Background: an optimization exercise with open tools, aiming at small area, a short achievable clock period and few clock cycles. Do not read the settings as production practice. Function was checked by simulation only, so behaviour that the tests miss may differ from the original.

## bluenumi_led
module bluenumi_led (
    input  wire        clk,
    input  wire        rst,           
    input  wire        cmd_valid,
    output wire        cmd_ready,
    input  wire [63:0] cmd_word,
    input  wire [31:0] cmd_now,       
    output wire        rsp_valid,
    output wire [3:0]  rsp_status,
    output wire [31:0] led_level      
);
clock: 30.0 ns
lec_check: 0
abc_area: 1
cap_margin: 20
core_margin: 2
core_utilization: 45
place_density: 0.6
slew_margin: 20
synth_hierarchical: 1
synth_memory_max_bits: 131072
standard.sh (not shown) runs the stock make flow with config.mk's settings and CLKGATE_MAP_FILE= SYNTH_SCRIPT=/design/flow/synth_recipe.tcl, a recipe that flattens the netlist after the stock synthesis.
==> flow/flow/run.sh <==
#!/bin/bash
# The standard layout (standard.sh) with these changes:
# - the buffers that buffer_ports puts on every input and output port are
#   sky130_fd_sc_hd__buf_1 cells instead of the tool's default pick
#   (clkdlybuf4s50_1, a delay cell);
# - after the standard synthesis, the netlist's combinational logic is
#   improved without touching any register (same cells, same names):
#   flow/fa_polarity.py removes inverters around the full-adder cells (a full
#   adder is self-dual), then flow/remap.py maps the logic again with ABC
#   (flow/remap.abc, the standard dont_use list in flow/dontuse.txt), keeping
#   flip-flops, full-adder cells and the logic of the rsp_valid/rsp_status paths as
#   they are. The netlist computes the same function; the standard flow then
#   goes on from it.
# Logs: synth.log, standard.log (make's output), fa_polarity.log, remap.log
# (and the netlist's .remap.log beside it), and ORFS's own logs in orfs/logs.
set -euo pipefail
ARGS='BUFFER_PORTS_ARGS=-buffer_cell sky130_fd_sc_hd__buf_1'
R=orfs/results/${FLOW_PLATFORM:-sky130hd}/bluenumi_led/base
bash standard.sh "$ARGS" synth > synth.log 2>&1
python3 flow/fa_polarity.py "$R/1_2_yosys.v" > fa_polarity.log 2>&1
python3 flow/remap.py "$R/1_2_yosys.v" flow/remap.abc flow/dontuse.txt rsp_valid rsp_status > remap.log 2>&1
rm -f "$R/1_synth.odb" "$R/1_synth.sdc"
bash standard.sh "$ARGS" finish > standard.log 2>&1
==> flow/flow/remap.abc <==
strash
dch -f
map -D 4000
topo
stime -c
buffer -c
upsize -c
dnsize -c
Other scripts of this flow, unchanged in this note and not shown: flow/flow/dontuse.txt, flow/flow/fa_polarity.py, flow/flow/remap.py
Testbench counts at the start, summed over its fixed seeds: cycles 37,036.
Change:
==> flow/flow/remap.abc (replaced) <==
strash
dch -f
map -D 3500
topo
stime -c
buffer -c
upsize -c
dnsize -c
Effect:
- flip-flop and latch count is unchanged
- routed wire length is higher by 4.6%
- die area is lower by 0.51%
- setup slack is better by 0.071 ns
- maximum frequency is higher by 0.55%
- design area barely changes
- clock-buffer cell count does not change
- core utilization is about the same
Change:
==> flow/flow/remap.abc (replaced) <==
strash
&get -n
&st
&dch -f
&nf -R 1000
&put
topo
stime -c
buffer -c
upsize -c
dnsize -c
Via count went down by a few percent.
Flip-flop and latch count is unchanged.
Fmax came out lower by roughly a tenth.
Cell area is lower by a few percent.
Wire length fell by a few percent.
Cell count falls by roughly a tenth.
Change:
--- a/flow/flow/run.sh
+++ b/flow/flow/run.sh
@@ -12,8 +12,7 @@
 #   they are. The netlist computes the same function; the standard flow then
 #   goes on from it.
-# Logs: synth.log, standard.log (make's output), fa_polarity.log, remap.log
-# (and the netlist's .remap.log beside it), and ORFS's own logs in orfs/logs.
 set -euo pipefail
 ARGS='BUFFER_PORTS_ARGS=-buffer_cell sky130_fd_sc_hd__buf_1'
+MARGIN='SETUP_SLACK_MARGIN=16.9'
 R=orfs/results/${FLOW_PLATFORM:-sky130hd}/bluenumi_led/base
 bash standard.sh "$ARGS" synth > synth.log 2>&1
@@ -21,3 +20,3 @@
 python3 flow/remap.py "$R/1_2_yosys.v" flow/remap.abc flow/dontuse.txt rsp_valid rsp_status > remap.log 2>&1
 rm -f "$R/1_synth.odb" "$R/1_synth.sdc"
-bash standard.sh "$ARGS" finish > standard.log 2>&1
+bash standard.sh "$ARGS" "$MARGIN" finish > standard.log 2>&1
==> flow/flow/remap.abc (replaced) <==
strash
dch -f
map -a
topo
stime -c
buffer -c
upsize -c
dnsize -c
=> Hold slack gets better by 0.026 ns; worst setup slack gets better by 1.5 ns; first-iteration DRC count rose by 19%; via count rose by 7.5%; clock-buffer cell count is unchanged; synthesized area rose by 5.3%.
Change:
--- a/flow/flow/run.sh
+++ b/flow/flow/run.sh
@@ -12,7 +12,8 @@
 #   they are. The netlist computes the same function; the standard flow then
 #   goes on from it.
+# Logs: synth.log, standard.log (make's output), fa_polarity.log, remap.log
+# (and the netlist's .remap.log beside it), and ORFS's own logs in orfs/logs.
 set -euo pipefail
 ARGS='BUFFER_PORTS_ARGS=-buffer_cell sky130_fd_sc_hd__buf_1'
-MARGIN='SETUP_SLACK_MARGIN=16.9'
 R=orfs/results/${FLOW_PLATFORM:-sky130hd}/bluenumi_led/base
 bash standard.sh "$ARGS" synth > synth.log 2>&1
@@ -20,3 +21,3 @@
 python3 flow/remap.py "$R/1_2_yosys.v" flow/remap.abc flow/dontuse.txt rsp_valid rsp_status > remap.log 2>&1
 rm -f "$R/1_synth.odb" "$R/1_synth.sdc"
-bash standard.sh "$ARGS" "$MARGIN" finish > standard.log 2>&1
+bash standard.sh "$ARGS" finish > standard.log 2>&1
==> flow/flow/remap.abc (replaced) <==
strash
dch -f
map -D 3500
topo
stime -c
buffer -c
upsize -c -D 4200
dnsize -c -D 4200
- CTS_BUF_LIST: not set -> sky130_fd_sc_hd__clkbuf_8
The new run finished with timing, DRC and antenna clean.
Area after synthesis went down by 2.1%.
Utilization decreases by 2.5 points.
Non-clock buffer count drops by 26.
Clock-buffer cell count is unchanged.
Change:
- SLEW_MARGIN: 20 -> 70
Effect: Die area does not change. Non-clock buffer count rose by 1. Core utilization rose by 1.1 points. Routed wire length rose by 1.3%. Global-route usage stays flat. Final area rose by 2.2%.


bluenumi_led again, from the RTL that the note above started with.
export LEC_CHECK = 0
export ABC_AREA = 1
export CAP_MARGIN = 20
export CORE_MARGIN = 2
export CORE_UTILIZATION = 45
export PLACE_DENSITY = 0.6
export SLEW_MARGIN = 20
export SYNTH_HIERARCHICAL = 1
export SYNTH_MEMORY_MAX_BITS = 131072
create_clock -name core_clock -period 30.0 [get_ports {clk}]
==> flow/flow/run.sh <==
#!/bin/bash
# The standard layout (standard.sh) with these changes:
# - the buffers that buffer_ports puts on every input and output port are
#   sky130_fd_sc_hd__buf_1 cells instead of the tool's default pick
#   (clkdlybuf4s50_1, a delay cell);
# - after the standard synthesis, the netlist's combinational logic is
#   improved without touching any register (same cells, same names):
#   flow/fa_polarity.py removes inverters around the full-adder cells (a full
#   adder is self-dual), then flow/remap.py maps the logic again with ABC
#   (flow/remap.abc, the standard dont_use list in flow/dontuse.txt), keeping
#   flip-flops, full-adder cells and the logic of the rsp_valid/rsp_status paths as
#   they are. The netlist computes the same function; the standard flow then
#   goes on from it.
# Logs: synth.log, standard.log (make's output), fa_polarity.log, remap.log
# (and the netlist's .remap.log beside it), and ORFS's own logs in orfs/logs.
set -euo pipefail
ARGS='BUFFER_PORTS_ARGS=-buffer_cell sky130_fd_sc_hd__buf_1'
R=orfs/results/${FLOW_PLATFORM:-sky130hd}/bluenumi_led/base
bash standard.sh "$ARGS" synth > synth.log 2>&1
python3 flow/fa_polarity.py "$R/1_2_yosys.v" > fa_polarity.log 2>&1
python3 flow/remap.py "$R/1_2_yosys.v" flow/remap.abc flow/dontuse.txt rsp_valid rsp_status > remap.log 2>&1
rm -f "$R/1_synth.odb" "$R/1_synth.sdc"
bash standard.sh "$ARGS" finish > standard.log 2>&1
==> flow/flow/remap.abc <==
strash
dch -f
map -a
topo
stime -c
buffer -c
upsize -c
dnsize -c
Other scripts of this flow, unchanged in this note and not shown: flow/flow/dontuse.txt, flow/flow/fa_polarity.py, flow/flow/remap.py
Testbench counts at the start, summed over its fixed seeds: cycles 37,036.
Rerun with:
==> flow/flow/remap.abc (replaced) <==
strash
dch -f
map -D 3500
topo
stime -c
buffer -c
upsize -c -D 4200
dnsize -c -D 4200
- CTS_BUF_LIST: unset -> sky130_fd_sc_hd__clkbuf_8
- SLEW_MARGIN: 20 -> 85
- The new run produced a clean layout
- non-clock buffer count went up by 114
- hold slack loses 0.015 ns
- cell count went up by 9.3%
- count of clock-buffer cells in the layout is unchanged
- setup slack loses 3.1 ns
- register-to-register slack loses 3.0 ns
- design area went up by 29%


bluenumi_led again, from the RTL that the note above started with.
==> flow/config.mk <==
export PLATFORM = sky130hd
export DESIGN_NAME = bluenumi_led
export DESIGN_NICKNAME = bluenumi_led
export VERILOG_FILES = /design/flow/design.v
export SDC_FILE = /design/flow/constraint.sdc
export NUM_CORES = 4
export LEC_CHECK = 0
export ABC_AREA = 1
export CAP_MARGIN = 20
export CORE_MARGIN = 2
export CORE_UTILIZATION = 60.0
export CTS_BUF_LIST = sky130_fd_sc_hd__clkbuf_8
export PLACE_DENSITY = 0.7
export SLEW_MARGIN = 20
export SYNTH_HIERARCHICAL = 1
export SYNTH_MEMORY_MAX_BITS = 131072
==> flow/constraint.sdc <==
create_clock -name core_clock -period 30.0 [get_ports {clk}]
set_input_delay 6.0000 -clock core_clock [delete_from_list [all_inputs] [get_ports {clk}]]
set_output_delay 6.0000 -clock core_clock [all_outputs]
set_load 0.01 [all_outputs]
==> flow/flow/remap.abc <==
strash
dch -f
map -D 3500
topo
stime -c
buffer -c
upsize -c -D 4200
dnsize -c -D 4200
Scripts as last shown in full above: flow/flow/run.sh
Other scripts of this flow, unchanged in this note and not shown: flow/flow/dontuse.txt, flow/flow/fa_polarity.py, flow/flow/remap.py
The baseline completed without violations.
Testbench counts at the start, summed over its fixed seeds: cycles 37,036.
==> next run, changes <==
==> flow/flow/remap.abc (replaced) <==
strash
dch -f
map -D 3500
topo
stime -c
buffer -c
upsize -c -D 4000
dnsize -c -D 4000
CORE_UTILIZATION = 45   (was 60.0)
CTS_BUF_LIST = unset   (was sky130_fd_sc_hd__clkbuf_8)
PLACE_DENSITY = 0.6   (was 0.7)
=> The changed run completed without violations; flip-flop and latch count does not change; clock skew is about the same; setup slack improves by 0.20 ns; final area grows by a few percent; wire length decreases slightly; worst hold slack gets worse by 0.0093 ns; maximum frequency grows slightly; non-clock buffer count shrinks by 2.
==> next run, changes <==
==> flow/flow/remap.abc (replaced) <==
strash
dch -f
map -D 3500
topo
stime -c
buffer -c
upsize -c -D 4200
dnsize -c -D 4200
CTS_BUF_LIST = sky130_fd_sc_hd__clkbuf_8   (was unset)
CTS_CLUSTER_SIZE = 40   (was unset)
=> Area after synthesis decreases by 1.2%; wire length increases by 0.64%; cell area decreases by 1.7%; core utilization decreases by 0.67 points; flip-flop and latch count stays the same; via count increases by 1.7%; register-to-register slack improves by 0.29 ns; non-clock buffer count is unchanged; fmax increases by 1.6%.
==> next run, changes <==
==> flow/flow/remap.abc (replaced) <==
strash
dch -f
map -D 3500
topo
stime -c
buffer -c
upsize -c
dnsize -c
CTS_CLUSTER_SIZE = unset   (was 40)
What happened: Core utilization fell by 0.37 points. Area after synthesis went up by a few percent. Routed wire length hardly moves.
==> next run, changes <==
--- a/flow/flow/run.sh
+++ b/flow/flow/run.sh
@@ -13,6 +13,5 @@
 #   goes on from it.
-# Logs: synth.log, standard.log (make's output), fa_polarity.log, remap.log
-# (and the netlist's .remap.log beside it), and ORFS's own logs in orfs/logs.
 set -euo pipefail
 ARGS='BUFFER_PORTS_ARGS=-buffer_cell sky130_fd_sc_hd__buf_1'
+MARGIN='SETUP_SLACK_MARGIN=17.1'
 R=orfs/results/${FLOW_PLATFORM:-sky130hd}/bluenumi_led/base
@@ -22,2 +21,2 @@
 rm -f "$R/1_synth.odb" "$R/1_synth.sdc"
-bash standard.sh "$ARGS" finish > standard.log 2>&1
+bash standard.sh "$ARGS" "$MARGIN" finish > standard.log 2>&1
==> flow/flow/remap.abc (replaced) <==
strash
dch -f
map -a
topo
stime -c
buffer -c
upsize -c
dnsize -c
CTS_BUF_LIST = unset   (was sky130_fd_sc_hd__clkbuf_8)
After rerunning: Non-clock buffer count went up by 63; design area went up by 11%; area after synthesis falls by 0.78%; critical path depth does not change; hold slack is better by 0.012 ns; wire length came out higher by 8.9%.
==> next run, changes <==
--- a/flow/flow/run.sh
+++ b/flow/flow/run.sh
@@ -13,5 +13,6 @@
 #   goes on from it.
+# Logs: synth.log, standard.log (make's output), fa_polarity.log, remap.log
+# (and the netlist's .remap.log beside it), and ORFS's own logs in orfs/logs.
 set -euo pipefail
 ARGS='BUFFER_PORTS_ARGS=-buffer_cell sky130_fd_sc_hd__buf_1'
-MARGIN='SETUP_SLACK_MARGIN=17.1'
 R=orfs/results/${FLOW_PLATFORM:-sky130hd}/bluenumi_led/base
@@ -21,2 +22,2 @@
 rm -f "$R/1_synth.odb" "$R/1_synth.sdc"
-bash standard.sh "$ARGS" "$MARGIN" finish > standard.log 2>&1
+bash standard.sh "$ARGS" finish > standard.log 2>&1
==> flow/flow/remap.abc (replaced) <==
strash
dch -f
map -D 3200
topo
stime -c
buffer -c
upsize -c -D 4200
dnsize -c -D 4200
CTS_BUF_LIST = sky130_fd_sc_hd__clkbuf_8   (was unset)
Wire length is lower by 9.3%.
Synthesized area is lower by 2.3%.
Cell area falls by 12%.
Count of clock-buffer cells in the layout is unchanged.
Utilization drops by 5.3 points.
Die area drops by 2.2%.
Sequential cell count is unchanged.

[port drivers added, routing unchanged]
The flow's constraints put no driver on any port. The routed layouts listed below were extracted and timed again, unchanged, in two steps. Step 1 sets driving cells, clkbuf_16 on the clock port and buf_2 on the other inputs (assumed; they add their load-dependent delay and slew). Step 2 adds t to the input delays and takes it off the output delays; t is the mean of the earliest and latest rising clock arrival at the registers after step 1. Input paths then give back, and output paths get back, about the clock's delay inside the block. Slacks: ideal ports / drivers / drivers and shift; pairs: ideal ports / drivers.
run	shift t [ns]	setup WS [ns]	worst setup path at the end	worst data-port slew with drivers (ns)
the first run of note 1	0.336	16.879 / 16.839 / 16.948	input to output	0.04
the second run of note 1	0.349	16.950 / 16.931 / 16.931	input to output	0.03
the third run of note 1	0.344	15.450 / 15.408 / 15.751	register to output	0.04
the fourth run of note 1	0.343	16.916 / 16.886 / 16.886	input to output	0.04
the fifth run of note 1	0.364	16.952 / 16.933 / 16.933	input to output	0.04
the sixth run of note 1	0.364	16.963 / 16.944 / 16.944	input to output	0.04
the first run of note 2	0.345	16.698 / 16.655 / 16.925	input to output	0.03
the second run of note 2	0.370	13.548 / 13.510 / 13.880	register to output	0.04
the first run of note 3	0.359	16.540 / 16.504 / 16.774	input to register	0.05
the second run of note 3	0.349	16.744 / 16.703 / 16.941	input to output	0.04
the third run of note 3	0.364	16.952 / 16.933 / 16.933	input to output	0.04
the fourth run of note 3	0.370	16.951 / 16.931 / 16.931	input to output	0.03
the fifth run of note 3	0.346	16.947 / 16.916 / 16.916	input to output	0.04
the sixth run of note 3	0.357	16.956 / 16.937 / 16.937	input to output	0.05
After both steps every run listed still meets setup and hold. For the fifth run of note 3, which loses most, drivers alone change the setup slack by -0.031 ns; drivers and shift together by -0.031 ns.
